This design comes from an exercise in tuning for small area, a short achievable clock period and few clock cycles on the open sky130 flow, not from production work.
At most, simulation tests tie the RTL to the original design; equivalence was not proved.
No driver is modelled on the clock port, so clocking that relies on it looks cheaper here than on a real chip.
Power figures rest on the tool's default switching activity, not on a simulated workload.

==> flow/design.v (excerpt) <==
module sappy_voice (
    input             clk,
    input             rst,
    input             cmd_valid,
    output            cmd_ready,
    input      [2:0]  cmd_op,
    input      [3:0]  cmd_ch,
    input      [65:0] cmd_arg,
    output reg        frame_valid,
    output reg [15:0] frame_l,
    output reg [15:0] frame_r,
    output reg [11:0] frame_live
);
Size: roughly 9700 cells after synthesis, roughly 2900 flip-flops, ~120 I/O pins, ~110000 µm² of cells after synthesis.
==> flow/config.mk <==
export PLATFORM = sky130hd
export DESIGN_NAME = sappy_voice
export DESIGN_NICKNAME = sappy_voice
export VERILOG_FILES = /design/flow/design.v
export SDC_FILE = /design/flow/constraint.sdc
export NUM_CORES = 8
export LEC_CHECK = 0
export CAP_MARGIN = 20
export CORE_MARGIN = 2
export CORE_UTILIZATION = 50
export PLACE_DENSITY = 0.65
export SLEW_MARGIN = 20
==> flow/constraint.sdc <==
create_clock -name core_clock -period 24.0 [get_ports {clk}]
set_input_delay 4.8000 -clock core_clock [delete_from_list [all_inputs] [get_ports {clk}]]
set_output_delay 4.8000 -clock core_clock [all_outputs]
set_load 0.01 [all_outputs]
standard.sh (not shown) runs the stock make flow with config.mk's settings and CLKGATE_MAP_FILE= SYNTH_SCRIPT=/design/flow/synth_recipe.tcl, a recipe that flattens the netlist after the stock synthesis.
==> flow/flow/run.sh <==
#!/bin/bash
# Own layout flow: the standard flow (standard.sh, unchanged synthesis)
# with faster port buffers, a clock tree without dummy loads and timing
# repair that aims past the 24 ns clock.
set -euo pipefail
export BUFFER_PORTS_ARGS="-buffer_cell sky130_fd_sc_hd__buf_4"
export CTS_ARGS="-sink_clustering_enable -repair_clock_nets -dont_use_dummy_load"
export SETUP_SLACK_MARGIN=17.5
bash standard.sh > standard.log 2>&1
Then changed:
CORE_UTILIZATION = 30   (was 50)
PLACE_DENSITY = 0.45   (was 0.65)
Outcome: Wire length grows by 10%; worst hold slack is about the same; worst setup slack is better by 48 ps; power rises by 1.6%; synthesized cell count is unchanged; count of clock-buffer cells in the layout rises by 10; non-clock buffer count is higher by 10; fmax went up by 0.78%; utilization goes down by 21 points; via count is about the same; final area is higher by 2.3%.
No functional check of the RTL was part of any run of this note.

## before
Another version of the RTL of sappy_voice (not shown whole).
Size: roughly 2900 flip-flops, roughly 120 I/O pins.
==> flow/config.mk <==
export PLATFORM = sky130hd
export DESIGN_NAME = sappy_voice
export DESIGN_NICKNAME = sappy_voice
export VERILOG_FILES = /design/flow/design.v
export SDC_FILE = /design/flow/constraint.sdc
export NUM_CORES = 8
export LEC_CHECK = 0
export CAP_MARGIN = 20
export CORE_MARGIN = 2
export CORE_UTILIZATION = 58
export PLACE_DENSITY = 0.7
export SLEW_MARGIN = 20
==> flow/constraint.sdc <==
create_clock -name core_clock -period 24.0 [get_ports {clk}]
set_input_delay 4.8000 -clock core_clock [delete_from_list [all_inputs] [get_ports {clk}]]
set_output_delay 4.8000 -clock core_clock [all_outputs]
set_load 0.01 [all_outputs]
==> flow/flow/run.sh <==
#!/bin/bash
# Own layout flow: the standard flow (standard.sh, with its unchanged
# synthesis, floorplan, power grid, placement and routing) with these changes:
#  - the port buffers that buffer_ports inserts are buf_4 cells instead of
#    the default delay-cell buffers;
#  - clock tree synthesis without dummy loads and with larger sink clusters
#    (up to 25 sinks within 80 um);
#  - after CTS the tree's root buffer is split into four (root4.tcl), so the
#    clock port drives four root buffers, one per quarter of the tree;
#  - timing repair aims for 18 ns of setup slack on the 24 ns clock.
# Tool output goes to the *.log files here and to the ORFS logs under orfs/.
set -euo pipefail
export BUFFER_PORTS_ARGS="-buffer_cell sky130_fd_sc_hd__buf_4"
export CTS_ARGS="-sink_clustering_enable -repair_clock_nets -dont_use_dummy_load -sink_clustering_size 25 -sink_clustering_max_diameter 80"
export SETUP_SLACK_MARGIN=18.0
bash standard.sh synth floorplan place cts > standard_cts.log 2>&1
R=orfs/results/$FLOW_PLATFORM/sappy_voice/base
cp $R/4_cts.odb $R/4_cts_tritoncts.odb
ODB_IN=$R/4_cts_tritoncts.odb ODB_OUT=$R/4_cts.odb \
LIB=$FLOW_HOME/platforms/$FLOW_PLATFORM/lib/sky130_fd_sc_hd__tt_025C_1v80.lib \
  openroad -no_init -exit flow/root4.tcl > root4.log 2>&1
bash standard.sh > standard.log 2>&1
==> flow/flow/root4.tcl <==
# Splits the clock tree's root buffer into four: the clock port then drives
# four clkbuf_16 cells, each placed at the centre of one quarter of the
# root's loads (the next level of the tree) and driving only that quarter.
# The rest of the tree (built by CTS) is unchanged. Run on 4_cts.odb.
read_db $::env(ODB_IN)
set block [ord::get_db_block]
set clknet [$block findNet clk]
set its [$clknet getITerms]
if {[llength $its] != 1} { puts "root4: clock port drives [llength $its] pins, nothing done"; write_db $::env(ODB_OUT); exit 0 }
set root [[lindex $its 0] getInst]
set rnet [[$root findITerm X] getNet]
set loads {}
foreach it [$rnet getITerms] { if {[$it getInst] ne $root} { lappend loads $it } }
proc ctr {it} {
  set b [[$it getInst] getBBox]
  return [list [expr {([$b xMin] + [$b xMax]) / 2}] [expr {([$b yMin] + [$b yMax]) / 2}]]
}
set sx 0; set sy 0
foreach it $loads { lassign [ctr $it] x y; set sx [expr {$sx + $x}]; set sy [expr {$sy + $y}] }
set cx [expr {$sx / [llength $loads]}]; set cy [expr {$sy / [llength $loads]}]
set groups [dict create 0 {} 1 {} 2 {} 3 {}]
foreach it $loads {
  lassign [ctr $it] x y
  dict lappend groups [expr {($x > $cx ? 1 : 0) + ($y > $cy ? 2 : 0)}] $it
}
set m [[[$root getMaster] getLib] findMaster sky130_fd_sc_hd__clkbuf_16]
set first 1
for {set q 0} {$q < 4} {incr q} {
  set g [dict get $groups $q]
  if {[llength $g] == 0} continue
  set sx 0; set sy 0
  foreach it $g { lassign [ctr $it] x y; set sx [expr {$sx + $x}]; set sy [expr {$sy + $y}] }
  set gx [expr {$sx / [llength $g]}]; set gy [expr {$sy / [llength $g]}]
  if {$first} {
    set inst $root
    set first 0
  } else {
    set inst [odb::dbInst_create $block $m "clkbuf_root_$q"]
    set net [odb::dbNet_create $block "clknet_root_$q"]
    $net setSigType CLOCK
    [$inst findITerm A] connect $clknet
    [$inst findITerm X] connect $net
    foreach it $g { $it disconnect; $it connect $net }
  }
  $inst setLocation [expr {int($gx)}] [expr {int($gy)}]
  $inst setPlacementStatus PLACED
  puts "root4: group $q with [llength $g] loads at $gx $gy"
}
read_liberty $::env(LIB)
detailed_placement
check_placement
write_db $::env(ODB_OUT)
Testbench counts of before, summed over its fixed seeds: cycles 162,754.
For after, these inputs were changed with respect to before:
--- a/flow/flow/root4.tcl
+++ b/flow/flow/root4.tcl
@@ -1,5 +1,6 @@
 # Splits the clock tree's root buffer into four: the clock port then drives
-# four clkbuf_16 cells, each placed at the centre of one quarter of the
-# root's loads (the next level of the tree) and driving only that quarter.
-# The rest of the tree (built by CTS) is unchanged. Run on 4_cts.odb.
+# four clkbuf_16 cells, all placed where CTS put the single root, each
+# driving one quarter of the root's loads (the next level of the tree), so
+# the port's own load stays a short reach of the same wire. The rest of the
+# tree (built by CTS) is unchanged. Run on 4_cts.odb.
 read_db $::env(ODB_IN)
@@ -10,2 +11,3 @@
 set root [[lindex $its 0] getInst]
+lassign [$root getLocation] rx ry
 set rnet [[$root findITerm X] getNet]
@@ -44,5 +46,5 @@
   }
-  $inst setLocation [expr {int($gx)}] [expr {int($gy)}]
+  $inst setLocation $rx $ry
   $inst setPlacementStatus PLACED
-  puts "root4: group $q with [llength $g] loads at $gx $gy"
+  puts "root4: group $q with [llength $g] loads centred at $gx $gy"
 }
## What came out
Number of endpoints with negative hold slack in the final report came out exactly the same in before and after. On area growth from synthesis to layout, before and after are neck and neck. Reported net switching power: before and after compared, higher one is after. On part of the total power dissipated in the clock network, before and after are basically level. Setup WNS before -> after: worse. Between after and before, the via count figures differ only marginally.

sappy_voice, a different RTL version from the one above (not shown whole).
Size: ~8600 cells after synthesis, ~2900 flip-flops, about 120 I/O pins.
Settings: LEC_CHECK=0, CAP_MARGIN=20, CORE_MARGIN=2, CORE_UTILIZATION=58, PLACE_DENSITY=0.7, SLEW_MARGIN=20; clock period 24.0 ns.
==> flow/flow/run.sh <==
#!/bin/bash
# Own layout flow: the standard flow (standard.sh, with its unchanged
# synthesis, floorplan, power grid, placement and routing) with these changes:
#  - the port buffers that buffer_ports inserts are buf_4 cells instead of
#    the default delay-cell buffers;
#  - clock tree synthesis without dummy loads and with larger sink clusters
#    (up to 25 sinks within 80 um);
#  - timing repair aims for 18 ns of setup slack on the 24 ns clock.
# All tool output goes to standard.log here and to the ORFS logs under orfs/.
set -euo pipefail
export BUFFER_PORTS_ARGS="-buffer_cell sky130_fd_sc_hd__buf_4"
export CTS_ARGS="-sink_clustering_enable -repair_clock_nets -dont_use_dummy_load -sink_clustering_size 25 -sink_clustering_max_diameter 80"
export SETUP_SLACK_MARGIN=18.3
bash standard.sh > standard.log 2>&1
The first run passed the timing, design-rule and antenna checks.
Testbench counts at the start, summed over its fixed seeds: cycles 162,937.
Edit:
--- a/flow/flow/run.sh
+++ b/flow/flow/run.sh
@@ -11,4 +11,4 @@
 export BUFFER_PORTS_ARGS="-buffer_cell sky130_fd_sc_hd__buf_4"
 export CTS_ARGS="-sink_clustering_enable -repair_clock_nets -dont_use_dummy_load -sink_clustering_size 25 -sink_clustering_max_diameter 80"
-export SETUP_SLACK_MARGIN=18.3
+export SETUP_SLACK_MARGIN=18.0
 bash standard.sh > standard.log 2>&1
Settings changed: GPL_TIMING_DRIVEN set to 1.
Clock power is about the same.
Via count is about the same.
Power stays flat.
Setup slack gets better by 0.011 ns.
Edit:
Settings changed: GPL_TIMING_DRIVEN 1 to unset.
=>
- combinational power is about the same
- hold slack stays the same
- total power does not change
- cell count does not change
- via count is unchanged

main:
Another version of the RTL of sappy_voice (not shown whole).
For scale: ~8900 cells after synthesis, about 2900 flip-flops, about 120 I/O pins, ~110000 µm² of cells after synthesis.
==> flow/config.mk <==
export PLATFORM = sky130hd
export DESIGN_NAME = sappy_voice
export DESIGN_NICKNAME = sappy_voice
export VERILOG_FILES = /design/flow/design.v
export SDC_FILE = /design/flow/constraint.sdc
export NUM_CORES = 8
export LEC_CHECK = 0
export CAP_MARGIN = 20
export CORE_MARGIN = 2
export CORE_UTILIZATION = 50
export PLACE_DENSITY = 0.65
export SLEW_MARGIN = 20
==> flow/constraint.sdc <==
create_clock -name core_clock -period 24.0 [get_ports {clk}]
set_input_delay 4.8000 -clock core_clock [delete_from_list [all_inputs] [get_ports {clk}]]
set_output_delay 4.8000 -clock core_clock [all_outputs]
set_load 0.01 [all_outputs]
==> flow/flow/run.sh <==
#!/bin/bash
set -euo pipefail
export BUFFER_PORTS_ARGS="-buffer_cell sky130_fd_sc_hd__buf_4"
export CTS_ARGS="-sink_clustering_enable -repair_clock_nets -dont_use_dummy_load -sink_clustering_size 25 -sink_clustering_max_diameter 80"
bash standard.sh > standard.log 2>&1
main: flow completed, timing, DRC and antenna clean
diff inputs: main => the feature branch
==> flow/flow/run.sh <==
#!/bin/bash
set -euo pipefail
export BUFFER_PORTS_ARGS="-buffer_cell sky130_fd_sc_hd__buf_4"
export CTS_ARGS="-sink_clustering_enable -repair_clock_nets -dont_use_dummy_load -sink_clustering_size 25 -sink_clustering_max_diameter 80"
export SETUP_SLACK_MARGIN=18.0
bash standard.sh > standard.log 2>&1
## What came out
Clock-buffer cell count (higher): main. main and the feature branch ended up with roughly the same number of vias in the routed layout. Data arrival time at the worst-slack endpoint was lower in the run labelled the feature branch. Going from main to the feature branch, the minimum setup slack after placement was found to have gone up by 0.074 ns. Fraction of standard cell area that is sequential: main vs the feature branch — no meaningful difference. main has lower count of filler cells inserted in the layout than the feature branch. Comparing main with the feature branch, the total power came out essentially unchanged. [compare] base=main new=the feature branch: final cell area excluding filler cells flat; delay of the slowest critical-path stage down 0.17 ns.
No functional check of the RTL was part of any run of this note.

what the ideal ports hide:
Ports are ideal in the flow. The routed layouts listed here were re-timed in OpenROAD.
Step 1: set_driving_cell puts a clkbuf_16 on clk and a buf_2 on each other input, an assumption about the parent block.
Step 2 moves the port delays by t, midway between the first and last clock arrival at a register: inputs arrive t later, outputs are due t later. That takes back most of the time a late clock gives input paths.
Slacks: ideal / step 1 / step 2; pairs: ideal / step 1.
run	shift t [ns]	setup WS [ns]	clock arrival spread, ns	worst register clock-pin slew, ns	cell pins on the clock port's net
the first run of note 1	0.984	17.805 / 17.719 / 17.241	0.109 / 0.109	0.07 / 0.07	1
the second run of note 1	0.929	17.853 / 17.766 / 17.147	0.133 / 0.134	0.06 / 0.06	1
before	0.711	18.175 / 17.991 / 17.867	0.085 / 0.086	0.10 / 0.10	4
after	0.665	18.151 / 18.037 / 17.853	0.092 / 0.092	0.10 / 0.10	4
the first run of note 3	0.876	17.948 / 17.863 / 17.698	0.096 / 0.096	0.10 / 0.10	1
the second run of note 3	0.879	17.959 / 17.871 / 17.554	0.102 / 0.102	0.10 / 0.10	1
the third run of note 3	0.879	17.959 / 17.871 / 17.554	0.102 / 0.102	0.10 / 0.10	1
main	0.876	17.522 / 17.434 / 17.669	0.136 / 0.136	0.10 / 0.10	1
the feature branch	0.892	17.791 / 17.705 / 17.311	0.121 / 0.121	0.10 / 0.10	1
After both steps every run listed still meets setup and hold. For the second run of note 1, which loses most, drivers alone change the setup slack by -0.087 ns; drivers and shift together by -0.706 ns.
